What follows belongs to an exercise in optimizing a design on an open flow for small area, a short achievable clock period and few clock cycles; a production flow would make more cautious choices. At most, simulation tests tie the RTL to the original design; equivalence was not proved. For runs 2 to 4, only the layout was checked, not whether the RTL still works. No activity file was given, so power comes from the tool's default toggle rates.

File: flow/design.v
module tbpm_rxdec (
    input  wire        clk,
    input  wire        rst,
    input  wire        cfg_we,
    input  wire [7:0]  cfg_pct,
    input  wire [15:0] cfg_floor,
    input  wire [1:0]  cfg_reg_len,
    input  wire        cfg_reg0,
    input  wire        cfg_reg1,
    input  wire        in_valid,
    output wire        in_ready,
    input  wire [31:0] in_data,
    input  wire        in_last,
    output wire        out_valid,
    input  wire        out_ready,
    output wire        rl_ok,
    output wire [3:0]  rl_cause,
    output wire [31:0] rl_word,
    output wire        fw_ok,
    output wire [3:0]  fw_cause,
    output wire [31:0] fw_word,
    output wire        dsp_ok,
    output wire [1:0]  dsp_tried,
    output wire [31:0] dsp_word
);
    reg [6:0]  tol_pct;
    reg [15:0] tol_floor;
    reg [1:0]  reg_len;
    reg        reg0, reg1;
    always @(posedge clk) begin
        if (rst) begin
            tol_pct   <= 7'd25;
            tol_floor <= 16'd10;
            reg_len   <= 2'd0;
            reg0      <= 1'b0;
            reg1      <= 1'b0;
        end else if (cfg_we && cfg_pct <= 8'd100 && cfg_reg_len <= 2'd2) begin
            tol_pct   <= cfg_pct[6:0];
            tol_floor <= cfg_floor;
            reg_len   <= cfg_reg_len;
            reg0      <= cfg_reg0;
            reg1      <= cfg_reg1;
        end
    end
    reg        r_v;            
    reg        r_last;
    reg        r_s;            
    reg        r_u;            
    reg [16:0] r_d;            
    reg        rdy;            
    reg        done;           
    reg [7:0]  n_ent;          
    wire keep    = !n_ent[7];
    wire odd     = n_ent[0];
    wire needfsm = (odd && keep) || r_last;
    wire stall   = r_v && done && needfsm;
    wire absorb  = r_v && !stall;
    wire fin     = absorb && r_last;
    wire take    = in_valid && rdy;
    always @(posedge clk) begin
        if (!stall) begin
            r_last <= in_last;
            r_s    <= in_data[31];
            r_u    <= (in_data[31:17] == 15'd0) || (in_data[31:17] == 15'h7fff);
            r_d    <= in_data[16:0];
        end
    end
    wire       r_v_nx    = !rst && (stall || take);
    wire       r_last_nx = stall ? r_last : in_last;
    wire [7:0] n_nx      = (rst || fin) ? 8'd0 : (absorb && keep) ? n_ent + 8'd1 : n_ent;
    wire       done_nx   = !rst && (fin || (done && !out_ready));
    wire       rdy_nx    = !(r_v_nx && done_nx && ((n_nx[0] && !n_nx[7]) || r_last_nx));
    always @(posedge clk) begin
        r_v   <= r_v_nx;
        n_ent <= n_nx;
        done  <= done_nx;
        rdy   <= rdy_nx;
    end
    assign in_ready  = rdy;
    assign out_valid = done;
    wire [16:0] x = r_d ^ {17{r_s}};
    function lt18(input [17:0] a, input [17:0] b);
        integer i;
        reg l;
        begin
            l = 1'b0;
            for (i = 0; i < 18; i = i + 1)
                l = (!a[i] && b[i]) || ((!a[i] || b[i]) && l);
            lt18 = l;
        end
    endfunction
    wire [12:0] kp1 = odd ? ({1'b0, tol_pct, 5'd0} - {4'd0, tol_pct, 2'd0})
                          : ({tol_pct, 6'd0} - {5'd0, tol_pct, 1'b0});
    wire [10:0] kp2 = {1'b0, tol_pct, 3'd0} + {3'd0, tol_pct, 1'b0} + {4'd0, tol_pct};
    wire [11:0] kp3 = {1'b0, tol_pct, 4'd0} + {5'd0, tol_pct};
    wire [12:0] e1  = odd ? 13'd2800 : 13'd6200;
    wire [12:0] blo1 = e1 - kp1;
    wire [13:0] bhi1 = {1'b0, e1} + {1'b0, kp1};
    wire [12:0] blo2 = 13'd550 - {3'd0, kp2[10:1] + {9'd0, kp2[0]}};
    wire [13:0] bhi2 = 14'd550 + {4'd0, kp2[10:1]};
    wire [12:0] blo3 = 13'd1700 - {1'b0, kp3};
    wire [13:0] bhi3 = 14'd1700 + {2'd0, kp3};
    wire [17:0] sum_a = {1'b0, x} + {2'b0, tol_floor} + {17'd0, r_s};           
    wire [17:0] dif_b = {1'b0, x} + {2'b11, ~tol_floor} + {17'd0, r_s};         
    wire lo1 = !lt18(sum_a, {5'd0, blo1});
    wire lo2 = !lt18(sum_a, {5'd0, blo2});
    wire lo3 = !lt18(sum_a, {5'd0, blo3});
    wire hi1 = dif_b[17] || lt18({1'b0, dif_b[16:0]}, {4'd0, bhi1});
    wire hi2 = dif_b[17] || lt18({1'b0, dif_b[16:0]}, {4'd0, bhi2});
    wire hi3 = dif_b[17] || lt18({1'b0, dif_b[16:0]}, {4'd0, bhi3});
    wire x_nz     = (r_d != 17'd0);
    wire is_mark  = !r_s && r_u && x_nz;
    wire is_space =  r_s && r_u;
    wire in_s1 = lo1 && hi1;
    wire in_s2 = lo2 && hi2;
    wire in_s3 = lo3 && hi3;
    reg        m_6200, m_550;
    reg        m_rl;           
    reg [14:0] m_val;
    always @(posedge clk) begin
        if (absorb && !odd) begin
            m_6200 <= is_mark && in_s1;
            m_550  <= is_mark && in_s2;
            m_rl   <= is_mark && (r_d[16:15] == 2'b00);
            m_val  <= r_d[14:0];
        end
    end
    wire fw_pre  = odd && m_6200 && is_space && in_s1;
    wire fw_one  = odd && m_550  && is_space && in_s3;
    wire fw_zero = odd && m_550  && is_space && in_s2;
    wire        rl_sig = odd && m_rl && is_space && (x[16:15] == 2'b00);
    wire [15:0] wsum   = {1'b0, m_val} + {1'b0, x[14:0]};      
    wire ge1 = !lt18({2'd0, wsum}, 18'd1562);
    wire ge2 = !lt18({2'd0, wsum}, 18'd4687);
    wire ge3 = !lt18({2'd0, wsum}, 18'd7812);
    wire ge4 = !lt18({2'd0, wsum}, 18'd10937);
    wire ge5 = !lt18({2'd0, wsum}, 18'd14062);
    wire ge6 = !lt18({2'd0, wsum}, 18'd17187);
    wire c_zero  = rl_sig && ge1 && !ge2;
    wire c_same  = rl_sig && ge2 && !ge3;
    wire c_one   = rl_sig && ge3 && !ge4;
    wire c_stop  = rl_sig && ge4 && !ge5;
    wire c_start = rl_sig && ge5 && !ge6;
    wire pev = absorb && ((odd && keep) || (n_ent == 8'd0 && r_last));
    wire p0  = pev && (n_ent[6:1] == 6'd0);
    wire [5:0] pidx = n_ent[6:1];
    reg [4:0]  rl_c;
    reg [15:0] rl_sh;
    reg [7:0]  rl_rep;
    reg        rl_repnz;
    reg [7:0]  rl_src, rl_cmd;
    reg        rl_long;        
    wire rl_bit = c_one ? 1'b1 : c_zero ? 1'b0 : rl_sh[0];
    wire rl_idle = (rl_c == 5'd0);
    wire rl_stp  = (rl_c == 5'd18);
    wire rl_fin  = pev && !p0 && rl_stp && c_stop;
    always @(posedge clk) begin
        if (pev) begin
            if (p0 || rl_idle) begin
                if (c_start) begin
                    rl_c     <= 5'd1;
                    rl_sh[0] <= 1'b0;
                end else begin
                    rl_c     <= 5'd0;
                end
            end else if (rl_stp) begin
                rl_c <= 5'd0;
            end else if (c_zero || c_one || c_same) begin
                rl_sh <= {rl_sh[14:0], rl_bit};
                rl_c  <= rl_c + 5'd1;
            end else begin
                rl_c <= 5'd0;
            end
        end
    end
    always @(posedge clk) begin
        if (rl_fin) begin
            rl_src <= rl_sh[15:8];
            rl_cmd <= rl_sh[7:0];
        end
    end
    wire [7:0] rep_nx   = p0 ? 8'd0 : (rl_fin && rl_rep != 8'hff) ? rl_rep + 8'd1 : rl_rep;
    wire       repnz_nx = p0 ? 1'b0 : (rl_repnz || rl_fin);
    wire       long_nx  = p0 ? 1'b0 : (rl_long || (absorb && n_ent == 8'd41));
    always @(posedge clk) begin
        rl_rep   <= rep_nx;
        rl_repnz <= repnz_nx;
        rl_long  <= long_nx;
    end
    reg        fw_stop;
    reg [2:0]  fw_cause_q;
    reg        fw_bad;
    reg [15:0] fw_p;
    localparam [14:0] FW_HDR = 15'h2008;
    wire fw_sym  = fw_one || fw_zero;
    wire fw_hexp = FW_HDR[4'd15 - pidx[3:0]];
    wire fw_hmis = fw_one ^ fw_hexp;
    wire fw_cmis = fw_one ^ fw_p[15] ^ fw_p[7];
    wire in_hdr  = (pidx <= 6'd15);
    wire in_chk  = (pidx >= 6'd32);
    reg        fw_stop_nx;
    reg [2:0]  fw_cause_nx;
    reg        fw_bad_nx;
    always @(*) begin
        fw_stop_nx  = fw_stop;
        fw_cause_nx = fw_cause_q;
        fw_bad_nx   = fw_bad;
        if (p0) begin
            fw_stop_nx  = !fw_pre;
            fw_cause_nx = fw_pre ? 3'd4 : 3'd2;
            fw_bad_nx   = 1'b0;
        end else if (pev && !fw_stop) begin
            if (!fw_sym) begin
                fw_stop_nx = 1'b1;
            end else if (in_hdr) begin
                if (pidx == 6'd15) begin
                    if (fw_bad || fw_hmis) begin
                        fw_stop_nx  = 1'b1;
                        fw_cause_nx = 3'd5;
                    end
                end else begin
                    fw_bad_nx = fw_bad || fw_hmis;
                end
            end else if (in_chk) begin
                if (pidx == 6'd39) begin
                    fw_stop_nx  = 1'b1;
                    fw_cause_nx = (fw_bad || fw_cmis) ? 3'd6 : 3'd0;
                end else begin
                    fw_bad_nx = fw_bad || fw_cmis;
                end
            end
        end
    end
    always @(posedge clk) begin
        fw_stop    <= fw_stop_nx;
        fw_cause_q <= fw_cause_nx;
        fw_bad     <= fw_bad_nx;
        if (pev && !p0 && !fw_stop && fw_sym && !in_hdr)
            fw_p <= {fw_p[14:0], in_chk ? fw_p[15] : fw_one};
    end
    wire rl_ok_nx  = long_nx && repnz_nx;
    wire fw_ok_nx  = (fw_cause_nx == 3'd0);
    wire ok0_nx    = reg0 ? fw_ok_nx : rl_ok_nx;
    wire ok1_nx    = reg1 ? fw_ok_nx : rl_ok_nx;
    wire take0_nx  = (reg_len != 2'd0) && ok0_nx;
    wire take1_nx  = !take0_nx && (reg_len == 2'd2) && ok1_nx;
    reg rl_ok_q, fw_ok_q, sel_rl, sel_fw;
    reg [1:0] tried_q;
    always @(posedge clk) begin
        rl_ok_q <= rl_ok_nx;
        fw_ok_q <= fw_ok_nx;
        sel_rl  <= (take0_nx && !reg0) || (take1_nx && !reg1);
        sel_fw  <= (take0_nx &&  reg0) || (take1_nx &&  reg1);
        tried_q <= take0_nx ? 2'd1 : reg_len;
    end
    wire [23:0] rl_f = {rl_rep, rl_cmd, rl_src};
    wire [31:0] fw_f = {8'd1, fw_p[15:8], 4'd0, fw_p[3:0], 4'd0, fw_p[7:4]};
    assign rl_ok     = rl_ok_q;
    assign rl_cause  = {1'b0, {2{rl_long && !rl_repnz}}, !rl_ok_q};
    assign rl_word   = {8'd0, rl_f & {24{rl_ok_q}}};
    assign fw_ok     = fw_ok_q;
    assign fw_cause  = {1'b0, fw_cause_q};
    assign fw_word   = fw_f & {32{fw_ok_q}};
    assign dsp_ok    = sel_rl || sel_fw;
    assign dsp_tried = tried_q;
    assign dsp_word  = ({8'd0, rl_f} & {32{sel_rl}}) | (fw_f & {32{sel_fw}});
endmodule
File: flow/constraint.sdc
create_clock -name core_clock -period 35.0 [get_ports {clk}]
set_input_delay 7.0000 -clock core_clock [delete_from_list [all_inputs] [get_ports {clk}]]
set_output_delay 7.0000 -clock core_clock [all_outputs]
set_load 0.01 [all_outputs]
File: flow/run.sh
#!/bin/bash
# synth_recipe.tcl (not shown) runs the flow's synth.tcl, then flattens the netlist and writes it again
# the make line also repeats each setting of config.mk as NAME=value (left out here)
make -C /OpenROAD-flow-scripts/flow DESIGN_CONFIG=/design/flow/config.mk WORK_HOME=/design/flow/orfs CLKGATE_MAP_FILE= SYNTH_SCRIPT=/design/flow/synth_recipe.tcl finish
File: flow/config.mk
export PLATFORM = sky130hd
export DESIGN_NAME = tbpm_rxdec
export DESIGN_NICKNAME = tbpm_rxdec
export VERILOG_FILES = /design/flow/design.v
export SDC_FILE = /design/flow/constraint.sdc
export NUM_CORES = 4
export LEC_CHECK = 0
export CAP_MARGIN = 20
export CORE_MARGIN = 2
export CORE_UTILIZATION = 40
export SLEW_MARGIN = 20
==> results_dict.tcl, run 1 <==
set metrics [dict create \
    synth_compound_area_share_pct 23.4 \
    grt_max_degree 44 \
    fin_nets 1837 \
    ir_worst_vdd_mv 0.0368 \
    pre_cts_slack_ns 25.84 \
    use_met1_pct 28.6 \
    synthTopCellsByCount "nor2_1, a21oi_1, edfxtp_1, ha_1, nand2_1" \
    met2_usage_pct 35.8 \
    leakagePower_nw 5.89 \
    whs_ns 0.428 \
    path_clk_slew_ns 0.07 \
    cts_sinks 150 \
    antenna_found_initial 0 \
    yosysSeqAreaShare_pct 29.1 \
    cts.path.max_buffers 2 \
    hold_depth 0 \
    hold_path_class "reg2reg" \
    yosys-top-cells-area "edfxtp_1, dfxtp_1, ha_1" \
    report.final.slew_viol_count 0 \
    insertion_delay_ns 0.45 \
    yosys.area.top_type_share_pct 20.3 \
    antenna_left 0 \
    drive_gt1_share_pct 5.70 \
    syn_area_per_cell_sq_um 8.62 \
    synth_flop_cell "edfxtp_1" \
    syn_area_sq_um 13500 \
    muxShareOfSynthArea_pct 2.41 \
    seqCellArea_sq_um 3910 \
    synthXorXnorAreaFrac_pct 8.05 \
    rows 67 \
    r2r_setup_slack_ns 28.58 \
    worstPathArrival_ns 2.13 \
    hold_viol_final 0 \
    multi_input_area_sq_um 8880 \
    cp.required_ns 28.00 \
    post-route-util_pct 47.3 \
    period_needed_ns 9.13 \
    gp_congestion 0.886 \
    yosys.area.top_type "edfxtp_1" \
    area_delta_synth_final_pct 17.3 \
    drtPass1Iterations 7 \
    synth_top_family_by_area "compound AO/OA/AOI/OAI gates" \
    finalSetupTns_ns 0 \
    hpwlAfterDp_um 28900 \
    worst_pin_slew_ns 1.13 \
    crit_path_max_fanout 25 \
    grt_first_pass_wirelength_um 59700 \
    synth.most_common_cell "nor2_1" \
    cts_tree "yes" \
    cp-start-kind "flop" \
    grt_overflow_total 0 \
    fmax_ghz 0.110 \
    io_pins 177 \
    yosysWarnings 1 \
    setup.worst_path.end_class "output port" \
    maxCapViolations 0 \
    finalCritPeriodShare_pct 26.1 \
    core_sq_um 33400 \
    crit_type "reg2out" \
    cts_max_level 4 \
    status "no timing/DRC/antenna violations" \
    rsz0062_at_grt "no" \
    power-per-cell-area_nw_per_um2 43.1 \
    drt-initial-drc-count 876 \
    dieWidth_um 187 \
    numPortBuffers 144 \
    fin_skew_ns 0.0158 \
    synthArstFlopShare_pct 0 \
    post_cts_buffers 0 \
    synth_enable_flop_cells 91 \
    synth_fa_ha_area_share_pct 10.8 \
    grt_pass1_vias 11300 \
    dieArea_sq_um 35100 \
    grt_util_met3_pct 3.25 \
    routed_wl_um 37400 \
    cts_hold_buf 0 \
    cts_root_buf "clkbuf_16" \
    grt_usage_pct 21.3 \
    setup_violations 0 \
    die_y_um 187 \
    cts_made_buffers 17 \
    vias 12000 \
    synthSimpleGateAreaFrac_pct 20.4 \
    reg2regPathDepth 18 \
    ys_types 102 \
    cts.repair.resized 0 \
    worst_slack_ns 25.87 \
    routedWlPerCell_um 17.5 \
    slew_headroom_pct 23.8 \
    drcViolationCount 0 \
    grt-busiest-layer "met2" \
    start_util_pct 40.3 \
    diodes 0 \
    ys_seq_elements 150 \
    netlist_instances 1561 \
    fillCellCount 3290 \
    via_per_inst 5.63 \
]
[flip-flops by register name, indices dropped and copies added, names as in the netlist, 2 cells and up]
name / count
rl_sh: 16
fw_cause_q: 3
n_ent: 8
fw_p: 16
tol_pct: 7
m_val: 15
rl_cmd: 8
rl_rep: 8
r_d: 17
rl_c: 5
tried_q: 2
reg_len: 2
tol_floor: 16
rl_src: 8
[layout make-up]
type	instances	share of cell area, %
multi-input combinational	1272	56.3
clock buffer	17	2.70
clock inverter	15	1.17
timing repair buffer	157	9.74
inverter	73	1.74
sequential	150	24.8
tap	448	3.55
[worst paths after layout]
check | from | to
worst max-delay path | sel_rl | dsp_word[18]
worst max register to register | tol_pct[2] | tried_q[0]
worst min register to register | rl_sh[15] | rl_src[7]
worst min-delay path | rl_sh[15] | rl_src[7]
[metrics by stage]
step	power [mW]	cell area, sq um	instances
after floorplan	0.422	13600	1592
after global placement	0.486	15200	2099
after detailed placement	0.489	15200	2099
after CTS	0.681	15800	2131
after global routing	0.725	15800	2132
final	0.680	15800	2132
[where the power goes]
group | internal [mW] | switching, mW
sequential | 0.191 | 0.00548
clock | 0.103 | 0.0868
combinational | 0.115 | 0.179
total | 0.409 | 0.271
[kinds of logic after synthesis]
family          Yosys count
buf+inv                 170
mux                      32
compound gates          446
other cells               1
fa+ha+maj               113
xor+xnor                122
simple gates            527
flops                   150
[cell usage in the layout, fill, tap and decap left out, types with 23 or more instances in the layout]
cell type | synthesis | layout
a21oi_1 | 93 | 92
and2_1 | 59 | 59
clkdlybuf4s50_1 | 0 | 144
conb_1 | 1 | 32
dfxtp_1 | 59 | 59
edfxtp_1 | 91 | 91
ha_1 | 91 | 91
inv_1 | 72 | 72
mux2i_1 | 29 | 29
nand2_1 | 87 | 87
nand3_1 | 35 | 35
nor2_1 | 153 | 153
nor2b_1 | 24 | 24
nor3_1 | 32 | 32
o211ai_1 | 23 | 23
o21ai_0 | 70 | 70
xnor2_1 | 71 | 71
xor2_1 | 49 | 49
[critical path: stages, from the launching register on]
cell and delay (ns):
dfxtp_1 0.88, a22o_1 0.27, clkdlybuf4s50_1 0.54
[per-layer routing]
| metal | share of wire [%] | routed length, um |
|---|---|---|
| met3 | 5.0 | 1860 |
| met4 | 1.6 | 605 |
| met5 | 0 | 0 |
| met1 | 46 | 17200 |
| met2 | 47 | 17700 |
Testbench counts, summed over its fixed seeds: cycles 31,890.
==> run 2: changes to the inputs <==
--- a/flow/design.v
+++ b/flow/design.v
@@ -81,2 +81,12 @@
     wire [16:0] x = r_d ^ {17{r_s}};
+    function ltc17(input [16:0] a, input [16:0] b, input c);
+        integer i;
+        reg l;
+        begin
+            l = c;
+            for (i = 0; i < 17; i = i + 1)
+                l = (!a[i] && b[i]) || ((!a[i] || b[i]) && l);
+            ltc17 = l;
+        end
+    endfunction
     function lt18(input [17:0] a, input [17:0] b);
@@ -91,21 +101,14 @@
     endfunction
-    wire [12:0] kp1 = odd ? ({1'b0, tol_pct, 5'd0} - {4'd0, tol_pct, 2'd0})
-                          : ({tol_pct, 6'd0} - {5'd0, tol_pct, 1'b0});
-    wire [10:0] kp2 = {1'b0, tol_pct, 3'd0} + {3'd0, tol_pct, 1'b0} + {4'd0, tol_pct};
-    wire [11:0] kp3 = {1'b0, tol_pct, 4'd0} + {5'd0, tol_pct};
-    wire [12:0] e1  = odd ? 13'd2800 : 13'd6200;
-    wire [12:0] blo1 = e1 - kp1;
-    wire [13:0] bhi1 = {1'b0, e1} + {1'b0, kp1};
-    wire [12:0] blo2 = 13'd550 - {3'd0, kp2[10:1] + {9'd0, kp2[0]}};
-    wire [13:0] bhi2 = 14'd550 + {4'd0, kp2[10:1]};
-    wire [12:0] blo3 = 13'd1700 - {1'b0, kp3};
-    wire [13:0] bhi3 = 14'd1700 + {2'd0, kp3};
-    wire [17:0] sum_a = {1'b0, x} + {2'b0, tol_floor} + {17'd0, r_s};           
-    wire [17:0] dif_b = {1'b0, x} + {2'b11, ~tol_floor} + {17'd0, r_s};         
-    wire lo1 = !lt18(sum_a, {5'd0, blo1});
-    wire lo2 = !lt18(sum_a, {5'd0, blo2});
-    wire lo3 = !lt18(sum_a, {5'd0, blo3});
-    wire hi1 = dif_b[17] || lt18({1'b0, dif_b[16:0]}, {4'd0, bhi1});
-    wire hi2 = dif_b[17] || lt18({1'b0, dif_b[16:0]}, {4'd0, bhi2});
-    wire hi3 = dif_b[17] || lt18({1'b0, dif_b[16:0]}, {4'd0, bhi3});
+    wire        j0 = (n_ent[6:1] == 6'd0);
+    wire [12:0] ta = j0 ? (odd ? {1'b0, tol_pct, 5'd0} : {tol_pct, 6'd0}) : {2'd0, tol_pct, 4'd0};
+    wire [12:0] tb = j0 ? (odd ? {4'd0, tol_pct, 2'd0} : {5'd0, tol_pct, 1'b0}) : {6'd0, tol_pct};
+    wire [12:0] kpa = j0 ? ta - tb : ta + tb;
+    wire [16:0] wa  = {4'd0, kpa} + {1'b0, tol_floor};
+    wire [17:0] nea = j0 ? (odd ? -18'sd2800 : -18'sd6200) : -18'sd1700;
+    wire [17:0] da  = {1'b0, x} + nea + {17'd0, r_s};
+    wire        in_a = ltc17(da[16:0] ^ {17{da[17]}}, wa, !da[17]);
+    wire [10:0] kpb = {1'b0, tol_pct, 3'd0} + {3'd0, tol_pct, 1'b0} + {4'd0, tol_pct};
+    wire [16:0] wb  = {7'd0, kpb[10:1]} + {1'b0, tol_floor};
+    wire [17:0] db  = {1'b0, x} - 18'd550 + {17'd0, r_s};
+    wire        in_b = ltc17(db[16:0] ^ {17{db[17]}}, wb, !db[17] || tol_pct[0]);
     wire x_nz     = (r_d != 17'd0);
@@ -113,6 +116,3 @@
     wire is_space =  r_s && r_u;
-    wire in_s1 = lo1 && hi1;
-    wire in_s2 = lo2 && hi2;
-    wire in_s3 = lo3 && hi3;
-    reg        m_6200, m_550;
+    reg        m_hit;
     reg        m_rl;           
@@ -121,4 +121,3 @@
         if (absorb && !odd) begin
-            m_6200 <= is_mark && in_s1;
-            m_550  <= is_mark && in_s2;
+            m_hit  <= is_mark && (j0 ? in_a : in_b);
             m_rl   <= is_mark && (r_d[16:15] == 2'b00);
@@ -127,5 +126,5 @@
     end
-    wire fw_pre  = odd && m_6200 && is_space && in_s1;
-    wire fw_one  = odd && m_550  && is_space && in_s3;
-    wire fw_zero = odd && m_550  && is_space && in_s2;
+    wire fw_pre  = odd && m_hit && is_space && in_a;
+    wire fw_one  = fw_pre;
+    wire fw_zero = odd && m_hit && is_space && in_b;
     wire        rl_sig = odd && m_rl && is_space && (x[16:15] == 2'b00);
==> run 2 against run 1 <==
Effect of this change:
- critical path depth unchanged
- sequential power about the same
- clock-buffer cell count up 1
- clock power decreased by 5%
- critical path type unchanged
==> results_dict.tcl, run 2 <==
set metrics [dict create \
    status "no timing/DRC/antenna violations" \
    diodes 0 \
    layout.cells.non_filler 1973 \
    grt_usage_pct 20.1 \
    routedWlPerCell_um 16.8 \
    worstReg2RegStart "n_ent[6]" \
    cts.repair.resized 0 \
    rsz0062_at_grt "no" \
    syn_area_sq_um 12500 \
    cts_max_level 4 \
    routed_wl_um 33200 \
    numPortBuffers 144 \
    crit_path_max_fanout 25 \
    r2r_setup_slack_ns 27.32 \
    drcViolationCount 0 \
    setup.worst_path.end_class "output port" \
    die_y_um 180 \
    rows 64 \
    dp.cells 1940 \
    area_delta_synth_final_pct 17.9 \
    vias 11000 \
    syn_area_per_cell_sq_um 8.59 \
    hold_viol_final 0 \
    grt_first_pass_wirelength_um 53500 \
    synth_enable_flop_cells 90 \
    endpoint "dsp_word[2]" \
    cts.path.max_buffers 2 \
    drive_gt1_share_pct 5.26 \
    yosys.area.top_type_share_pct 21.7 \
    yosysSeqAreaShare_pct 31.2 \
    dieWidth_um 180 \
    period_needed_ns 9.12 \
    start_util_pct 40.7 \
    synth.most_common_cell "nor2_1" \
    ys_seq_elements 149 \
    regMostFlops "r_d" \
    hold_path_class "reg2reg" \
    leakagePower_nw 5.60 \
    io_pins 177 \
    power.internal_uw 388 \
    dieArea_sq_um 32600 \
    report.final.slew_viol_count 0 \
    netlist_instances 1450 \
    reg2regPathDepth 37 \
    fin_nets 1713 \
    finalCritPeriodShare_pct 26.0 \
    gp_congestion 0.904 \
    final_cell_mix "clkdlybuf4s50_1, nor2_1, nand2_1" \
    timing.rr.end "tried_q[0]" \
    yosysWarnings 1 \
    setup_violations 0 \
    grt_pass1_vias 10200 \
    pwr-share-comb_pct 38.3 \
    cp-start-kind "flop" \
    worstPathArrival_ns 2.12 \
    antenna_found_initial 0 \
    core_sq_um 30600 \
    synth_flop_cell "edfxtp_1" \
    cts_made_buffers 17 \
    cts_tree "yes" \
    clockPowerShare_pct 29.5 \
    grt_max_degree 45 \
    path_clk_slew_ns 0.07 \
    maxCapViolations 0 \
    worst_pin_slew_ns 0.937 \
    fin_skew_ns 0.0156 \
    p_switching_uw 224 \
    switching_share_pct 36.6 \
    insertion_delay_ns 0.44 \
    grt_overflow_total 0 \
    cts_root_buf "clkbuf_16" \
    fmax_ghz 0.110 \
    yosys.area.top_type "edfxtp_1" \
    yosys-top-cells-area "edfxtp_1, dfxtp_1, ha_1" \
    synthTopCellsByCount "nor2_1, nand2_1, a21oi_1, edfxtp_1, o21ai_0" \
    antenna_left 0 \
    drtPass1Iterations 5 \
    via_per_inst 5.58 \
    sequentialPowerShare_pct 32.2 \
    cts_hold_buf 0 \
    crit_type "reg2out" \
    largest_reg_flops 17 \
    mostFrequentLayoutCell "clkdlybuf4s50_1" \
    cts_sinks 149 \
    synthArstFlopShare_pct 0 \
    hpwlAfterDp_um 26000 \
    slew_headroom_pct 37.3 \
    finalSetupTns_ns 0 \
    ir_worst_vdd_mv 0.0320 \
    critPathLaunch "sel_rl" \
    drt-initial-drc-count 717 \
    ys_types 101 \
    post_cts_buffers 0 \
    cp.required_ns 28.00 \
    power-per-cell-area_nw_per_um2 41.7 \
]
[run 2: cell count changes after synthesis, sizes merged, moves of 8 or more]
cell and delta:
ha -16, nor2 -16, nand2 +14, a211o -12, a31oi +12, maj3 -10
xor2 -10, buf -9, a211oi -8, o21ai +8
[run 2: final cells by class]
class,instances,area [sq um]
Sequential cell,149,3880
Inverter,69,259
Clock inverter,14,143
Clock buffer,18,429
Timing Repair Buffer,154,1540
Fill cell,2984,15900
Multi-Input combinational cell,1173,7940
Tap cell,396,495
[run 2: metal layers]
layer | up-vias | wire, um | part of all wire (%) | global-route usage (%)
li1 | 5535 | - | - | -
met1 | 5171 | 15600 | 47 | 26.9
met2 | 282 | 15600 | 47 | 34.1
met3 | 26 | 1500 | 4.5 | 3.05
met4 | 0 | 390 | 1.2 | 4.55
met5 | - | 0 | 0 | 0
[run 2: stage by stage]
stage	utilization [%]	worst slack, ns	area [sq um]	hold slack, ns	total power [mW]
2_1_floorplan	-	26.67	12600	0.400	0.381
3_3_place_gp	46.0	25.84	14100	0.403	0.428
3_5_place_dp	46.0	25.84	14100	0.420	0.432
4_1_cts	47.9	25.85	14700	0.437	0.614
5_1_grt	48.0	25.74	14700	0.442	0.651
6_report	48.0	25.88	14700	0.437	0.612
[run 2: worst max-delay path, cell delays in order (launching register included)]
cell and delay [ns]:
dfxtp_1 0.87, a22o_1 0.27, clkdlybuf4s50_1 0.53
[run 2: power by group through the flow]
stage | Sequential [mW] | Clock, mW | Combinational [mW]
global placement | 0.201 | 0 | 0.227
global route | 0.198 | 0.192 | 0.261
floorplan | 0.197 | 0 | 0.184
CTS | 0.197 | 0.184 | 0.232
detailed placement | 0.201 | 0 | 0.230
finish | 0.197 | 0.180 | 0.234
[run 2: worst min-delay path by stage]
stage / from / to / slack [ns] / cells past startpoint
finish: rl_sh[15] / rl_src[7] / 0.44 / 0
global route: rl_sh[15] / rl_src[7] / 0.44 / 0
CTS: rl_sh[15] / rl_src[7] / 0.44 / 0
floorplan: rl_sh[15] / rl_src[7] / 0.40 / 0
detailed placement: rl_sh[15] / rl_src[7] / 0.42 / 0
global placement: rl_sh[15] / rl_src[7] / 0.40 / 0
[run 2: cell families after synthesis]
| kind of cell | Yosys count | synth area share [%] |
|---|---|---|
| AO/OA/AOI/OAI | 423 | 23.5 |
| XOR/XNOR | 111 | 7.93 |
| flip-flops | 149 | 31.2 |
| multiplexers | 30 | 2.42 |
| buffers and inverters | 159 | 6.12 |
| AND/OR/NAND/NOR | 491 | 19.8 |
| adder cells (fa/ha/maj) | 86 | 9.07 |
| other | 1 | 0.0301 |
==> run 3: changes to the inputs <==
--- a/flow/config.mk
+++ b/flow/config.mk
@@ -7,5 +7,5 @@
 export LEC_CHECK = 0
-export CAP_MARGIN = 20
+export CAP_MARGIN = 50
 export CORE_MARGIN = 2
 export CORE_UTILIZATION = 40
-export SLEW_MARGIN = 20
+export SLEW_MARGIN = 70
==> run 3 against run 2 <==
Effect of this change:
- sequential cell count is the same
- largest cell class unchanged
- non-clock buffer count increased by 9
- maximum frequency increased by 4.5%
- synthesized cell count did not move
- die area unchanged
- combinational power rose by 4%
- still clean
==> results_dict.tcl, run 3 <==
set metrics [dict create \
    status "no timing/DRC/antenna violations" \
    routedWlPerCell_um 16.8 \
    synthArstFlopShare_pct 0 \
    seqCellArea_sq_um 3900 \
    worstPathArrival_ns 1.73 \
    antenna_left 0 \
    start_util_pct 40.7 \
    cts.repair.resized 0 \
    whs_ns 0.429 \
    core_sq_um 30600 \
    maxCapViolations 0 \
    cp.required_ns 28.00 \
    cts.path.max_buffers 2 \
    cts_max_level 4 \
    cts_hold_buf 0 \
    r2r_setup_slack_ns 27.54 \
    fin_nets 1722 \
    detailed_place.area_sq_um 14400 \
    antenna_found_initial 0 \
    synth_enable_flop_cells 90 \
    netlist_instances 1450 \
    syn_area_sq_um 12500 \
    syn_area_per_cell_sq_um 8.59 \
    p_switching_uw 231 \
    drive_gt1_share_pct 9.08 \
    dieArea_sq_um 32600 \
    drtPass1Iterations 5 \
    fmax_ghz 0.115 \
    ys_types 101 \
    yosysWarnings 1 \
    mostFrequentLayoutCell "clkdlybuf4s50_1" \
    pwr-share-comb_pct 39.1 \
    ir_worst_vdd_mv 0.0336 \
    yosys-top-cells-area "edfxtp_1, dfxtp_1, ha_1" \
    setup.worst_path.end_class "output port" \
    grt_overflow_total 0 \
    power.internal_uw 393 \
    grt_pass1_vias 10300 \
    crit_path_max_fanout 25 \
    die_y_um 180 \
    fin_area_sq_um 15100 \
    fin_skew_ns 0.0132 \
    yosysSeqAreaShare_pct 31.2 \
    cts_root_buf "clkbuf_16" \
    grt_usage_pct 20.1 \
    synthTopCellsByCount "nor2_1, nand2_1, a21oi_1, edfxtp_1, o21ai_0" \
    pre_cts_slack_ns 25.93 \
    ys_seq_elements 149 \
    area_delta_synth_final_pct 21.1 \
    grt_max_degree 45 \
    via_per_inst 5.60 \
    synth_flop_cell "edfxtp_1" \
    routed_wl_um 33200 \
    hold_path_class "reg2reg" \
    regMostFlops "r_d" \
    report.final.slew_viol_count 0 \
    fillCellCount 2914 \
    multi_input_area_sq_um 8260 \
    vias 11100 \
    largest_reg_flops 17 \
    hold_viol_final 0 \
    power-per-cell-area_nw_per_um2 41.4 \
    hpwlAfterDp_um 26100 \
    finalPower_uw 624 \
    setup_violations 0 \
    period_needed_ns 8.73 \
    final_cell_mix "clkdlybuf4s50_1, nor2_1, nand2_1" \
    yosys.area.top_type_share_pct 21.7 \
    rows 64 \
    yosys.area.top_type "edfxtp_1" \
    cts_tree "yes" \
    cp-start-kind "flop" \
    drcViolationCount 0 \
    clockPowerShare_pct 29.4 \
    cts_sinks 149 \
    io_pins 177 \
    path_clk_slew_ns 0.07 \
    grt_first_pass_wirelength_um 53600 \
    synth.most_common_cell "nor2_1" \
    finalCritPeriodShare_pct 24.9 \
    switching_share_pct 37.1 \
    leakagePower_nw 5.70 \
    sequentialPowerShare_pct 31.6 \
    rsz0062_at_grt "no" \
    dieWidth_um 180 \
    gp_congestion 0.904 \
    drt-initial-drc-count 845 \
    finalSetupTns_ns 0 \
    insertion_delay_ns 0.44 \
    crit_type "reg2out" \
    worst_slack_ns 26.27 \
    numPortBuffers 144 \
    diodes 0 \
    post_cts_buffers 0 \
    cts_made_buffers 17 \
]
-- run 3: cell count changes in the layout (fill, tap and decap cells not counted), moves of 3 or more --
cell	change
xor2_1	-12
buf_2	+5
dfxtp_2	+11
a211oi_1	-3
xnor2_1	-3
a31oi_1	-4
buf_4	+5
dfxtp_1	-12
o311ai_0	-4
a31oi_2	+4
xor2_2	+11
-- run 3: cell type report --
class	count	share of cell area (%)
Clock buffer	17	2.82
Clock inverter	15	1.05
Inverter	69	1.72
Multi-Input combinational cell	1173	54.8
Sequential cell	149	25.9
Tap cell	396	3.29
Timing Repair Buffer	163	10.5
-- run 3: stage by stage --
stage | instances | utilization, %
after floorplan | 1481 | -
after detailed placement | 1949 | 47.0
after CTS | 1981 | 48.9
after global routing | 1982 | 49.3
after global placement | 1940 | 46.0
final | 1982 | 49.3
-- run 3: worst paths after layout --
| path | endpoint | from | cells after the start |
|---|---|---|---|
| setup reg to reg | tried_q[0] | n_ent[6] | 37 |
| hold reg to reg | rl_src[7] | rl_sh[15] | 0 |
| setup / recovery | rl_word[22] | rl_ok_q | 3 |
| hold / removal | rl_src[7] | rl_sh[15] | 0 |
-- run 3: routing by layer --
layer / routed length [um] / GRT usage, % / vias to the layer above
li1: - / - / 5540
met1: 15500 / 27.2 / 5186
met2: 15700 / 33.7 / 336
met3: 1620 / 3.07 / 31
met4: 446 / 5.03 / 0
met5: 0 / 0 / -
-- run 3: cells by family (layout without fill, tap and decap cells) --
logic type               Yosys count  after routing  synth area share (%)
AO/OA/AOI/OAI                    423            423                  23.5
other                              1             32                0.0301
adder cells (fa/ha/maj)           86             86                  9.07
buffers and inverters            159            264                  6.12
multiplexers                      30             30                  2.42
flip-flops                       149            149                  31.2
AND/OR/NAND/NOR                  491            491                  19.8
XOR/XNOR                         111            111                  7.93
-- run 3: power groups by stage --
stage               Combinational [mW]  Clock, mW  Sequential [mW]
finish                           0.244      0.183            0.197
global route                     0.271      0.195            0.198
CTS                              0.237      0.189            0.197
detailed placement               0.235          0            0.201
global placement                 0.227          0            0.201
floorplan                        0.184          0            0.197
-- run 3: critical path, cell delays in order, from the launching register on --
cell,delay [ns]
dfxtp_2,0.55
inv_1,0.10
nor2_1,0.11
clkdlybuf4s50_1,0.54
==> run 4: changes to the inputs <==
==> flow/flow/run.sh (new file) <==
#!/bin/bash
# Standard layout, with plain buf_1 cells as the port buffers.
set -euo pipefail
export BUFFER_PORTS_ARGS="-buffer_cell sky130_fd_sc_hd__buf_1"
bash standard.sh > standard_flow.log 2>&1
==> flow/standard.sh (new file) <==
#!/bin/bash
# synth_recipe.tcl (not shown) runs the flow's synth.tcl, then flattens the netlist and writes it again
# the make line also repeats each setting of config.mk as NAME=value (left out here)
make -C /OpenROAD-flow-scripts/flow DESIGN_CONFIG=/design/flow/config.mk WORK_HOME=/design/flow/orfs CLKGATE_MAP_FILE= SYNTH_SCRIPT=/design/flow/synth_recipe.tcl "${@:-finish}"
removed: flow/run.sh
==> run 4 against run 3 <==
Effect of this change:
- worst setup slack improved by 0.39 ns
- synthesized area unchanged
- still clean
- worst hold slack better by 0.020 ns
- critical path depth is the same
- clock-buffer cell count stayed put
- first-iteration DRC count fell by 12%
- maximum frequency rose by 4.6%
- largest cell class unchanged
- die area unchanged
==> results_dict.tcl, run 4 <==
set metrics [dict create \
    regMostFlops "r_d" \
    ys_seq_elements 149 \
    sequentialPowerShare_pct 31.3 \
    mostFrequentLayoutCell "buf_1" \
    fmax_ghz 0.120 \
    yosys.area.top_type "edfxtp_1" \
    power-per-cell-area_nw_per_um2 44.2 \
    yosysWarnings 1 \
    cpMaxStageDelayCell "dfxtp_2" \
    report.final.slew_viol_count 0 \
    numPortBuffers 144 \
    routed_wl_um 33000 \
    routedWlPerCell_um 16.6 \
    synthXorXnorAreaFrac_pct 7.93 \
    core_sq_um 30600 \
    syn_area_per_cell_sq_um 8.59 \
    synth_enable_flop_cells 90 \
    grt_pass1_vias 10100 \
    synthArstFlopShare_pct 0 \
    grt_usage_pct 19.8 \
    cts_max_level 4 \
    via_per_inst 5.57 \
    synth_fa_ha_area_share_pct 9.07 \
    synth.most_common_cell "nor2_1" \
    leakagePower_nw 5.38 \
    insertion_delay_ns 0.44 \
    finalCritPeriodShare_pct 23.8 \
    path_clk_slew_ns 0.07 \
    netlist_instances 1450 \
    cp_top_family "flip-flops" \
    cts_root_buf "clkbuf_16" \
    grt_first_pass_wirelength_um 52900 \
    drive_gt1_share_pct 9.25 \
    setup_violations 0 \
    cts.repair.resized 0 \
    setup.worst_path.end_class "output port" \
    start_util_pct 40.7 \
    gp_congestion 0.904 \
    synth_top_family_by_area "compound AO/OA/AOI/OAI gates" \
    period_needed_ns 8.34 \
    grt_max_degree 45 \
    crit_type "reg2out" \
    grt_util_met3_pct 2.32 \
    dieArea_sq_um 32600 \
    largest_reg_flops 17 \
    die_y_um 180 \
    fin_skew_ns 0.0172 \
    crit_path_max_fanout 25 \
    fin_nets 1726 \
    ys_types 101 \
    diodes 0 \
    power.internal_uw 385 \
    ir_worst_vdd_mv 0.0309 \
    syn_area_sq_um 12500 \
    pre_cts_slack_ns 26.26 \
    use_met1_pct 27.0 \
    worst_slack_ns 26.66 \
    drcViolationCount 0 \
    cp_num_buf_inv 2 \
    cp.required_ns 28.00 \
    cts.path.max_buffers 2 \
    cts_made_buffers 17 \
    maxCapViolations 0 \
    cts_hold_buf 0 \
    yosysSeqAreaShare_pct 31.2 \
    dieWidth_um 180 \
    synth_flop_cell "edfxtp_1" \
    whs_ns 0.449 \
    dp.cells 1950 \
    status "no timing/DRC/antenna violations" \
    antenna_left 0 \
    grt_overflow_total 0 \
    grt-busiest-layer "met2" \
    area_delta_synth_final_pct 14.3 \
    cts_sinks 149 \
    antenna_found_initial 0 \
    rows 64 \
    cts_tree "yes" \
    io_pins 177 \
    switching_share_pct 38.7 \
    drt-initial-drc-count 742 \
    path_cells "inv_1, nor2_1, buf_1" \
    hold_viol_final 0 \
    max_stage_delay_ns 0.55 \
    yosys-top-cells-area "edfxtp_1, dfxtp_1, ha_1" \
    finalSetupTns_ns 0 \
    yosys.area.top_type_share_pct 21.7 \
    muxShareOfSynthArea_pct 2.42 \
    worstPathArrival_ns 1.34 \
    met2_usage_pct 33.2 \
    drtPass1Iterations 5 \
    clockPowerShare_pct 30.6 \
    p_switching_uw 243 \
    hold_path_class "reg2reg" \
    rsz0062_at_grt "no" \
    cp-start-kind "flop" \
    vias 11100 \
    synthSimpleGateAreaFrac_pct 19.8 \
    pwr-share-comb_pct 38.1 \
    synthTopCellsByCount "nor2_1, nand2_1, a21oi_1, edfxtp_1, o21ai_0" \
    post_cts_buffers 0 \
    synth_compound_area_share_pct 23.5 \
    layout.cells.non_filler 1986 \
    hpwlAfterDp_um 25400 \
    final_cell_mix "buf_1, nor2_1, nand2_1" \
]
==> run 4: cell counts after synthesis <==
No cell type changed its count.
==> run 4: layout make-up <==
cell class	instances	area [sq um]
Sequential cell	149	3900
Tap cell	396	495
Timing Repair Buffer	167	701
Clock buffer	17	425
Multi-Input combinational cell	1173	8260
Clock inverter	15	189
Fill cell	2983	16400
Inverter	69	259
==> run 4: final timing paths <==
| path | depth (start not counted) | start | slack (ns) | end |
|---|---|---|---|---|
| worst min register to register | 0 | rl_sh[0] | 0.45 | rl_sh[1] |
| worst max-delay path | 3 | rl_ok_q | 26.66 | rl_word[22] |
| worst min-delay path | 0 | rl_sh[0] | 0.45 | rl_sh[1] |
| worst max register to register | 38 | n_ent[6] | 27.14 | tried_q[0] |
==> run 4: kinds of logic (layout without fill, tap and decap cells) <==
family,count (synthesis),after routing
and+or+nand+nor,491,491
DFF,149,149
adders and majority gates,86,86
muxes,30,30
xor gates and xnor gates,111,111
AOI/OAI and AO/OA,423,423
other,1,32
buffers and inverters,159,268
==> run 4: metal layers <==
| layer | part of all wire (%) | vias up |
|---|---|---|
| met1 | 47 | 5158 |
| met2 | 47 | 332 |
| met4 | 2.0 | 0 |
| li1 | - | 5534 |
| met5 | 0 | - |
| met3 | 4.3 | 37 |
==> run 4: per-stage QoR <==
step	total power, mW	area, sq um	utilization, %
2_1_floorplan	0.381	12600	-
3_3_place_gp	0.423	13200	43.1
3_5_place_dp	0.431	13500	44.0
4_1_cts	0.626	14100	46.1
5_1_grt	0.668	14200	46.5
6_report	0.629	14200	46.5
==> run 4: power by group through the flow <==
stage	logic, mW	registers, mW	clock network [mW]
after global placement	0.222	0.201	0
after global routing	0.267	0.197	0.204
after CTS	0.232	0.197	0.197
final	0.240	0.197	0.193
after detailed placement	0.230	0.201	0
after floorplan	0.184	0.197	0
==> run 5: changes to the inputs <==
--- a/flow/design.v
+++ b/flow/design.v
@@ -81,12 +81,2 @@
     wire [16:0] x = r_d ^ {17{r_s}};
-    function ltc17(input [16:0] a, input [16:0] b, input c);
-        integer i;
-        reg l;
-        begin
-            l = c;
-            for (i = 0; i < 17; i = i + 1)
-                l = (!a[i] && b[i]) || ((!a[i] || b[i]) && l);
-            ltc17 = l;
-        end
-    endfunction
     function lt18(input [17:0] a, input [17:0] b);
@@ -101,2 +91,20 @@
     endfunction
+    function top18(input [17:0] a, input [17:0] b, input c);
+        integer i;
+        reg l;
+        begin
+            l = c;
+            for (i = 0; i < 17; i = i + 1)
+                l = (a[i] && b[i]) || ((a[i] || b[i]) && l);
+            top18 = a[17] ^ b[17] ^ l;
+        end
+    endfunction
+    function [35:0] csa18(input [17:0] a, input [17:0] b, input [17:0] c, input cin);
+        reg [17:0] s, k;
+        begin
+            s = a ^ b ^ c;
+            k = (a & b) | (a & c) | (b & c);
+            csa18 = {k[16:0], cin, s};
+        end
+    endfunction
     wire        j0 = (n_ent[6:1] == 6'd0);
@@ -104,11 +112,14 @@
     wire [12:0] tb = j0 ? (odd ? {4'd0, tol_pct, 2'd0} : {5'd0, tol_pct, 1'b0}) : {6'd0, tol_pct};
-    wire [12:0] kpa = j0 ? ta - tb : ta + tb;
-    wire [16:0] wa  = {4'd0, kpa} + {1'b0, tol_floor};
     wire [17:0] nea = j0 ? (odd ? -18'sd2800 : -18'sd6200) : -18'sd1700;
     wire [17:0] da  = {1'b0, x} + nea + {17'd0, r_s};
-    wire        in_a = ltc17(da[16:0] ^ {17{da[17]}}, wa, !da[17]);
-    wire [10:0] kpb = {1'b0, tol_pct, 3'd0} + {3'd0, tol_pct, 1'b0} + {4'd0, tol_pct};
-    wire [16:0] wb  = {7'd0, kpb[10:1]} + {1'b0, tol_floor};
+    wire [16:0] va  = da[16:0] ^ {17{da[17]}};
+    wire [35:0] la1 = csa18({5'd0, ta}, j0 ? {5'h1f, ~tb} : {5'd0, tb}, {2'd0, tol_floor}, j0);
+    wire [35:0] la2 = csa18(la1[17:0], la1[35:18], {1'b0, ~va}, 1'b0);
+    wire        in_a = top18(la2[17:0], la2[35:18], !da[17]);
     wire [17:0] db  = {1'b0, x} - 18'd550 + {17'd0, r_s};
-    wire        in_b = ltc17(db[16:0] ^ {17{db[17]}}, wb, !db[17] || tol_pct[0]);
+    wire [16:0] vb  = db[16:0] ^ {17{db[17]}};
+    wire [35:0] lb1 = csa18({9'd0, tol_pct, 2'd0}, {11'd0, tol_pct}, {12'd0, tol_pct[6:1]}, 1'b0);
+    wire [35:0] lb2 = csa18(lb1[17:0], lb1[35:18], {2'd0, tol_floor}, 1'b0);
+    wire [35:0] lb3 = csa18(lb2[17:0], lb2[35:18], {1'b0, ~vb}, 1'b0);
+    wire        in_b = top18(lb3[17:0], lb3[35:18], !db[17] || tol_pct[0]);
     wire x_nz     = (r_d != 17'd0);
==> run 5 against run 4 <==
Effect of this change:
- final area fell by 9.2%
- total power fell by 5.4%
- worst hold slack got worse by 0.025 ns
- clock skew fell by 0.0059 ns
- synthesized area fell by 9.9%
- via count fell by 19%
==> results_dict.tcl, run 5 <==
set metrics [dict create \
    via_per_inst 5.23 \
    path_cells "and2_1, buf_1" \
    mostFrequentLayoutCell "buf_1" \
    worstPathArrival_ns 1.35 \
    fin_nets 1483 \
    power-per-cell-area_nw_per_um2 46.0 \
    ys_seq_elements 149 \
    yosys-top-cells-area "edfxtp_1, dfxtp_1, fa_1" \
    routedWlPerCell_um 15.7 \
    grt_usage_pct 18.4 \
    io_pins 177 \
    cp.required_ns 28.00 \
    final_cell_mix "buf_1, nor2_1, edfxtp_1" \
    fmax_ghz 0.120 \
    crit_type "reg2out" \
    rsz0062_at_grt "no" \
    numPortBuffers 144 \
    drive_gt1_share_pct 8.76 \
    synth_enable_flop_cells 90 \
    setup.worst_path.end_class "output port" \
    yosysSeqAreaShare_pct 34.6 \
    cp_top_family "flip-flops" \
    cts.path.max_buffers 2 \
    syn_area_sq_um 11200 \
    path_clk_slew_ns 0.08 \
    leakagePower_nw 4.87 \
    whs_ns 0.424 \
    largest_reg_flops 17 \
    fillCellCount 2672 \
    worst_slack_ns 26.65 \
    crit_path_max_fanout 26 \
    die_y_um 171 \
    synth_flop_cell "edfxtp_1" \
    maxCapViolations 0 \
    dieArea_sq_um 29400 \
    yosys.area.top_type "edfxtp_1" \
    cts.repair.resized 0 \
    cts_sinks 149 \
    grt_max_degree 43 \
    grt_first_pass_wirelength_um 42600 \
    grt_pass1_vias 8176 \
    hold_path_class "reg2reg" \
    yosysWarnings 1 \
    insertion_delay_ns 0.44 \
    synthTopCellsByCount "nor2_1, edfxtp_1, nand2_1, inv_1, dfxtp_1" \
    status "no timing/DRC/antenna violations" \
    setup_violations 0 \
    cts_max_level 4 \
    cp-start-kind "flop" \
    pre_cts_slack_ns 26.24 \
    post-route-util_pct 46.7 \
    rows 61 \
    hpwlAfterDp_um 20600 \
    finalSetupTns_ns 0 \
    cpMaxStageDelayCell "dfxtp_2" \
    period_needed_ns 8.35 \
    gp_congestion 0.884 \
    drcViolationCount 0 \
    hold_viol_final 0 \
    diodes 0 \
    antenna_found_initial 1 \
    max_stage_delay_ns 0.56 \
    synth.most_common_cell "nor2_1" \
    syn_area_per_cell_sq_um 9.58 \
    start_util_pct 40.5 \
    cts_made_buffers 17 \
    antenna_left 0 \
    ys_types 94 \
    drt-initial-drc-count 531 \
    routed_wl_um 26900 \
    synthArstFlopShare_pct 0 \
    report.final.slew_viol_count 0 \
    post_cts_buffers 0 \
    finalPower_uw 595 \
    cp_num_buf_inv 1 \
    ir_worst_vdd_mv 0.0273 \
    finalCritPeriodShare_pct 23.9 \
    netlist_instances 1172 \
    cts_hold_buf 0 \
    yosys.area.top_type_share_pct 24.1 \
    cts_root_buf "clkbuf_16" \
    area_delta_synth_final_pct 15.2 \
    core_sq_um 27700 \
    grt_overflow_total 0 \
    dieWidth_um 171 \
    drtPass1Iterations 5 \
    vias 8953 \
    regMostFlops "r_d" \
    cts_tree "yes" \
    fin_skew_ns 0.0114 \
]
==> run 5: cell count changes after synthesis, moves of 20 or more <==
| cell | delta |
|---|---|
| a21oi_1 | -40 |
| a31oi_1 | -21 |
| clkbuf_1 | -21 |
| fa_1 | +34 |
| ha_1 | -22 |
| nand2_1 | -20 |
| nor2_1 | -40 |
| o21ai_0 | -39 |
==> run 5: kinds of logic (layout without fill, tap and decap cells) <==
| family | after synthesis | after routing | synth area share [%] |
|---|---|---|---|
| other | 1 | 32 | 0.0334 |
| AND/OR/NAND/NOR | 377 | 377 | 17.4 |
| adder cells (fa/ha/maj) | 106 | 106 | 14.4 |
| multiplexers | 35 | 35 | 3.17 |
| flip-flops | 149 | 149 | 34.6 |
| AO/OA/AOI/OAI | 257 | 257 | 16.4 |
| XOR/XNOR | 94 | 94 | 7.57 |
| buffers and inverters | 153 | 285 | 6.41 |
==> run 5: area by class of cell <==
type / instances / area (sq um) / share of cell area [%]
multi-input combinational: 901 / 6910 / 53.5
sequential: 149 / 3890 / 30.1
timing repair buffer: 170 / 707 / 5.47
tap: 378 / 473 / 3.66
clock buffer: 17 / 425 / 3.29
inverter: 83 / 312 / 2.41
clock inverter: 15 / 204 / 1.58
==> run 5: worst paths after layout <==
kind / depth (start not counted) / slack [ns] / from / to
min: 0 / 0.42 / rl_sh[15] / rl_src[7]
max: 2 / 26.65 / rl_ok_q / rl_word[0]
max reg2reg: 28 / 27.15 / n_ent[5] / sel_fw
min reg2reg: 0 / 0.42 / rl_sh[15] / rl_src[7]
==> run 5: routing by layer <==
metal,global-route usage [%],vias to the layer above,wire length [um]
li1,-,4457,-
met3,2.90,19,1130
met2,31.1,214,12800
met5,0,-,13
met1,24.6,4261,12600
met4,4.79,2,302
==> run 5: power by group <==
part | switching [mW] | internal [mW]
logic | 0.119 | 0.0869
clock network | 0.0932 | 0.0979
registers | 0.00747 | 0.190
==> run 5: through the flow <==
| step | cells | cell area (sq um) |
|---|---|---|
| after detailed placement | 1679 | 12200 |
| after floorplan | 1203 | 11300 |
| after global placement | 1664 | 12000 |
| final | 1713 | 12900 |
| after global routing | 1713 | 12900 |
| after CTS | 1711 | 12900 |
Testbench counts of run 5, summed over its fixed seeds: cycles 31,890.
==> run 6: changes to the inputs <==
--- a/flow/config.mk
+++ b/flow/config.mk
@@ -10,2 +10,3 @@
 export CORE_UTILIZATION = 40
+export CTS_BUF_LIST = sky130_fd_sc_hd__clkbuf_8
 export SLEW_MARGIN = 70
==> run 6 against run 5 <==
Effect of this change:
- largest power group unchanged
- final area decreased by 1.5%
- still clean on timing, DRC and antenna
- die area stayed put
- critical endpoint unchanged
- worst hold slack gained 0.0078 ns
- via count down 0.21%
- non-clock buffer count did not move
- core utilization fell by 0.69 points
- global-route usage down 0.22 points
==> results_dict.tcl, run 6 <==
set metrics [dict create \
    vias 8934 \
    finalCritPeriodShare_pct 24.0 \
    cts_sinks 149 \
    crit_path_max_fanout 26 \
    dp.cells 1679 \
    diodes 0 \
    cpMaxStageDelayCell "dfxtp_2" \
    fin_nets 1483 \
    io_pins 177 \
    worst_slack_ns 26.61 \
    ys_seq_elements 149 \
    fillCellCount 2687 \
    hpwlAfterDp_um 20600 \
    switching_share_pct 39.0 \
    grt_usage_pct 18.2 \
    final_cell_mix "buf_1, nor2_1, edfxtp_1" \
    synth_enable_flop_cells 90 \
    ys_types 94 \
    yosysSeqAreaShare_pct 34.6 \
    largest_reg_flops 17 \
    grt_max_degree 43 \
    synthXorXnorAreaFrac_pct 7.57 \
    cts.repair.resized 0 \
    multi_input_area_sq_um 6910 \
    grt_first_pass_wirelength_um 42300 \
    post_cts_buffers 0 \
    seqCellArea_sq_um 3890 \
    syn_area_sq_um 11200 \
    clockPowerShare_pct 26.2 \
    routed_wl_um 26800 \
    finalPower_uw 546 \
    yosys.area.top_type_share_pct 24.1 \
    path_cells "and2_1, buf_1" \
    power-per-cell-area_nw_per_um2 42.9 \
    leakagePower_nw 4.78 \
    setup_violations 0 \
    synthTopCellsByCount "nor2_1, edfxtp_1, nand2_1, inv_1, dfxtp_1" \
    power.internal_uw 333 \
    maxCapViolations 0 \
    cts_hold_buf 0 \
    regMostFlops "r_d" \
    hold_path_class "reg2reg" \
    whs_ns 0.432 \
    crit_type "reg2out" \
    synth_flop_cell "edfxtp_1" \
    detailed_place.area_sq_um 12200 \
    yosys.area.top_type "edfxtp_1" \
    worst-path-stages 2 \
    rows 61 \
    synth_fa_ha_area_share_pct 14.4 \
    synthSimpleGateAreaFrac_pct 17.4 \
    fmax_ghz 0.119 \
    syn_area_per_cell_sq_um 9.58 \
    ir_worst_vdd_mv 0.0237 \
    path_clk_slew_ns 0.11 \
    routedWlPerCell_um 15.6 \
    synth_top_family_by_area "simple AND/OR/NAND/NOR gates" \
    mostFrequentLayoutCell "buf_1" \
    fin_area_sq_um 12700 \
    drcViolationCount 0 \
    muxShareOfSynthArea_pct 3.17 \
    synth_compound_area_share_pct 16.4 \
    drtPass1Iterations 5 \
    cts_root_buf "clkbuf_8" \
    core_sq_um 27700 \
    numPortBuffers 144 \
    drt-initial-drc-count 514 \
    worstPathArrival_ns 1.39 \
    insertion_delay_ns 0.46 \
    pwr-share-comb_pct 37.6 \
    via_per_inst 5.22 \
    area_delta_synth_final_pct 13.5 \
    drive_gt1_share_pct 8.76 \
    layout.cells.non_filler 1713 \
    rsz0062_at_grt "no" \
    grt_overflow_total 0 \
    netlist_instances 1172 \
    synth.most_common_cell "nor2_1" \
    yosysWarnings 1 \
    yosys-top-cells-area "edfxtp_1, dfxtp_1, fa_1" \
    setup.worst_path.end_class "output port" \
    hold_viol_final 0 \
    cp-start-kind "flop" \
    p_switching_uw 213 \
    antenna_left 0 \
    start_util_pct 40.5 \
    cts_made_buffers 17 \
    post-route-util_pct 46.0 \
    cts_tree "yes" \
    die_y_um 171 \
    dieWidth_um 171 \
    status "no timing/DRC/antenna violations" \
    gp_congestion 0.884 \
    cp_num_buf_inv 1 \
    sequentialPowerShare_pct 36.2 \
    report.final.slew_viol_count 0 \
    pre_cts_slack_ns 26.24 \
    reg2regPathDepth 28 \
    hold_depth 0 \
    antenna_found_initial 1 \
    max_stage_delay_ns 0.57 \
    cp.required_ns 28.00 \
    cts_max_level 4 \
    cp_top_family "flip-flops" \
    cts.path.max_buffers 2 \
    period_needed_ns 8.39 \
    grt_pass1_vias 8137 \
    finalSetupTns_ns 0 \
    fin_skew_ns 0.0148 \
    synthArstFlopShare_pct 0 \
    dieArea_sq_um 29400 \
]
run 6: cells by family after synthesis:
logic type / Yosys count
compound gates: 257
xor+xnor: 94
fa+ha+maj: 106
buf+inv: 153
flops: 149
mux: 35
other cells: 1
simple gates: 377
run 6: area by class of cell:
cell class | count | area share [%]
tap | 378 | 3.71
multi-input combinational | 901 | 54.3
clock inverter | 15 | 1.60
clock buffer | 17 | 1.84
inverter | 83 | 2.45
timing repair buffer | 170 | 5.55
sequential | 149 | 30.6
run 6: worst paths after layout:
kind	start	end	slack (ns)
max	rl_ok_q	rl_word[0]	26.61
min	rl_sh[15]	rl_src[7]	0.43
max reg2reg	n_ent[5]	sel_fw	27.12
min reg2reg	rl_sh[15]	rl_src[7]	0.43
run 6: layer usage:
metal  routed length (um)  global-route usage, %
met1                12600                   24.5
met5                   13                      0
met3                 1210                   2.90
met4                  356                   4.46
met2                12600                   30.6
run 6: power by group through the flow:
stage / Combinational, mW / Clock, mW / Sequential (mW)
final: 0.205 / 0.143 / 0.198
after CTS: 0.202 / 0.147 / 0.198
after detailed placement: 0.200 / 0 / 0.202
after global placement: 0.194 / 0 / 0.201
after floorplan: 0.158 / 0 / 0.199
after global routing: 0.230 / 0.154 / 0.199
==> run 7: changes to the inputs <==
==> flow/flow/run.sh (replaced) <==
#!/bin/bash
# Standard layout, with plain buf_1 cells as the port buffers and the
# timing repair steps asked for 27 ns of setup slack.
set -euo pipefail
export BUFFER_PORTS_ARGS="-buffer_cell sky130_fd_sc_hd__buf_1"
export SETUP_SLACK_MARGIN=27
bash standard.sh > standard_flow.log 2>&1
==> run 7 against run 6 <==
Effect of this change:
- still clean
- sequential share of layout area shrank 1.6 points
- clock skew grew 0.0091 ns
- non-clock buffer count grew 31
- global-route usage grew 0.36 points
- clock-buffer cell count is the same
- core utilization grew 2.9 points
- clock power is essentially flat
- first-iteration DRC count grew 31%
- die area is the same
- routed wire length grew 5.2%
- critical path type unchanged
==> results_dict.tcl, run 7 <==
set metrics [dict create \
    cts_sinks 149 \
    period_needed_ns 8.38 \
    grt_usage_pct 18.6 \
    cp.required_ns 28.00 \
    synth.most_common_cell "nor2_1" \
    grt_first_pass_wirelength_um 42900 \
    vias 9156 \
    routedWlPerCell_um 16.2 \
    cp-start-kind "flop" \
    cp_top_family "flip-flops" \
    ys_types 94 \
    regMostFlops "r_d" \
    worstReg2RegStart "n_ent[4]" \
    numPortBuffers 144 \
    pwr-share-comb_pct 39.4 \
    cts_tree "yes" \
    synth_enable_flop_cells 90 \
    drcViolationCount 0 \
    path_cells "buf_6, a22o_1, clkbuf_2" \
    gp_congestion 0.873 \
    crit_type "reg2out" \
    cts_made_buffers 17 \
    multi_input_area_sq_um 7060 \
    hpwlAfterDp_um 20600 \
    grt_max_degree 43 \
    finalCritPeriodShare_pct 23.9 \
    drtPass1Iterations 5 \
    max_stage_delay_ns 0.38 \
    switching_share_pct 39.0 \
    fillCellCount 2597 \
    drive_gt1_share_pct 19.1 \
    fin_nets 1514 \
    post-route-util_pct 48.8 \
    setup.worst_path.end_class "output port" \
    diodes 0 \
    antenna_left 0 \
    yosys.area.top_type "edfxtp_1" \
    status "no timing/DRC/antenna violations" \
    cts_max_level 4 \
    cp_num_buf_inv 2 \
    rsz0062_at_grt "yes" \
    cts.path.max_buffers 2 \
    yosys.area.top_type_share_pct 24.1 \
    cts_hold_buf 0 \
    rows 61 \
    yosys-top-cells-area "edfxtp_1, dfxtp_1, fa_1" \
    crit_path_max_fanout 12 \
    critPathLaunch "sel_rl" \
    synthTopCellsByCount "nor2_1, edfxtp_1, nand2_1, inv_1, dfxtp_1" \
    clockPowerShare_pct 25.5 \
    insertion_delay_ns 0.48 \
    maxCapViolations 0 \
    final_cell_mix "nor2_1, edfxtp_1, buf_1" \
    report.final.slew_viol_count 0 \
    worst-path-stages 3 \
    drt-initial-drc-count 674 \
    worstPathArrival_ns 1.38 \
    fmax_ghz 0.119 \
    hold_viol_final 0 \
    area_delta_synth_final_pct 20.6 \
    seqCellArea_sq_um 3920 \
    syn_area_sq_um 11200 \
    grt_pass1_vias 8281 \
    routed_wl_um 28200 \
    finalSetupTns_ns 0 \
    syn_area_per_cell_sq_um 9.58 \
    finalPower_uw 561 \
    antenna_found_initial 0 \
    whs_ns 0.437 \
    cpMaxStageDelayCell "dfxtp_4" \
    core_sq_um 27700 \
    r2r_setup_slack_ns 27.37 \
    synthArstFlopShare_pct 0 \
    dieWidth_um 171 \
    path_clk_slew_ns 0.11 \
    synth_flop_cell "edfxtp_1" \
    fin_skew_ns 0.0240 \
    yosysSeqAreaShare_pct 34.6 \
    die_y_um 171 \
    start_util_pct 40.5 \
    reg2regPathDepth 29 \
    ir_worst_vdd_mv 0.0251 \
    setup_violations 0 \
    dieArea_sq_um 29400 \
    hold_depth 0 \
    yosysWarnings 1 \
    p_switching_uw 219 \
    power.internal_uw 342 \
    leakagePower_nw 5.28 \
    cts_root_buf "clkbuf_8" \
    ys_seq_elements 149 \
    largest_reg_flops 17 \
    netlist_instances 1172 \
    power-per-cell-area_nw_per_um2 41.5 \
    endpoint "dsp_word[17]" \
    timing.rr.end "tried_q[0]" \
    sequentialPowerShare_pct 35.1 \
    hold_path_class "reg2reg" \
    io_pins 177 \
    grt_overflow_total 0 \
    via_per_inst 5.25 \
]
run 7: worst reg2reg max path: cells and delay by family, from the launching register on:
family,cells,cell delay [ns]
AO/OA/AOI/OAI,13,3.21
XOR/XNOR,1,0.21
adder cells (fa/ha/maj),2,0.90
buffers and inverters,5,1.04
flip-flops,1,0.39
multiplexers,2,0.54
AND/OR/NAND/NOR,6,1.26
run 7: cells by family (layout without fill, tap and decap cells):
kind of cell	Yosys count	in the layout	share of synthesized area [%]
AND/OR/NAND/NOR	377	377	17.4
XOR/XNOR	94	94	7.57
AO/OA/AOI/OAI	257	257	16.4
adder cells (fa/ha/maj)	106	106	14.4
other	1	32	0.0334
buffers and inverters	153	316	6.41
multiplexers	35	35	3.17
flip-flops	149	149	34.6
run 7: cell type report:
class	instances	share of cell area, %
Clock buffer	17	1.73
Multi-Input combinational cell	901	52.2
Inverter	83	2.32
Clock inverter	15	1.43
Sequential cell	149	29.0
Timing Repair Buffer	201	9.86
Tap cell	378	3.50
run 7: per-layer routing:
layer / vias up / share of wire, % / GRT usage (%)
met5: - / 0 / 0
met4: 0 / 1.5 / 4.61
met3: 27 / 4.0 / 2.62
met2: 234 / 48 / 31.3
met1: 4368 / 46 / 25.1
li1: 4527 / - / -
run 7: what timing repair did:
| item | CTS | global route |
|---|---|---|
| buffers inserted | 17 | 10 |
| setup endpoints to repair | 81 | 108 |
| gates resized for setup | 53 | 121 |
| pin swaps | 3 | 4 |
| cloned | 0 | 4 |
run 7: power groups by stage:
stage	combinational, mW	clock, mW	sequential [mW]
floorplan	0.158	0	0.199
detailed placement	0.201	0	0.202
finish	0.221	0.143	0.197
CTS	0.205	0.147	0.198
global route	0.247	0.154	0.198
global placement	0.195	0	0.201
run 7: how the worst min path moves through the flow:
stage | startpoint | to | slack (ns)
final | rl_sh[15] | rl_src[7] | 0.44
after global routing | rl_sh[15] | rl_src[7] | 0.46
after CTS | rl_sh[15] | rl_src[7] | 0.43
after detailed placement | rl_sh[15] | rl_src[7] | 0.41
after global placement | rl_sh[15] | rl_src[7] | 0.40
after floorplan | rl_sh[15] | rl_src[7] | 0.40
run 7: per-stage QoR:
step                instance area (sq um)  instances  setup WS (ns)
floorplan                           11400       1203          26.95
global placement                    12000       1665          26.21
detailed placement                  12200       1679          26.46
CTS                                 12900       1728          26.62
global route                        13500       1744          26.58
finish                              13500       1744          26.62

-- afterwards: timing with drivers on the ports --
No port has a modelled driver above. Below, the same layouts with a new extraction and two added sets of constraints.
Step 1 assumes that a clkbuf_16 drives the clock port and a buf_2 every other input.
Step 2 adds t to the input delays and takes it off the output delays; t is the mean of the earliest and latest rising clock arrival at the registers after step 1. Input paths then give back, and output paths get back, about the clock's delay inside the block.
a / b / c = no drivers / after step 1 / after step 2; a / b = the first two.
| run | shift t [ns] | slack for setup (ns) | hold slack, ns | slew at the worst register clock pin (ns) | worst data-port slew with drivers (ns) |
|---|---|---|---|---|---|
| run 1 | 0.491 | 25.874 / 25.821 / 25.881 | 0.428 / 0.428 / 0.428 | 0.08 / 0.08 | 0.04 |
| run 2 | 0.483 | 25.884 / 25.833 / 26.047 | 0.437 / 0.437 / 0.437 | 0.07 / 0.07 | 0.05 |
| run 3 | 0.481 | 26.273 / 26.223 / 25.925 | 0.429 / 0.429 / 0.429 | 0.07 / 0.07 | 0.05 |
| run 4 | 0.480 | 26.658 / 26.608 / 26.261 | 0.449 / 0.449 / 0.449 | 0.08 / 0.08 | 0.05 |
| run 5 | 0.483 | 26.648 / 26.597 / 26.247 | 0.424 / 0.424 / 0.424 | 0.08 / 0.08 | 0.07 |
| run 6 | 0.506 | 26.614 / 26.566 / 26.254 | 0.432 / 0.432 / 0.432 | 0.11 / 0.11 | 0.07 |
| run 7 | 0.513 | 26.618 / 26.570 / 26.571 | 0.437 / 0.437 / 0.437 | 0.12 / 0.12 | 0.07 |
After both steps every run listed still meets setup and hold. For run 5, which loses most, drivers alone change the setup slack by -0.051 ns; drivers and shift together by -0.401 ns.
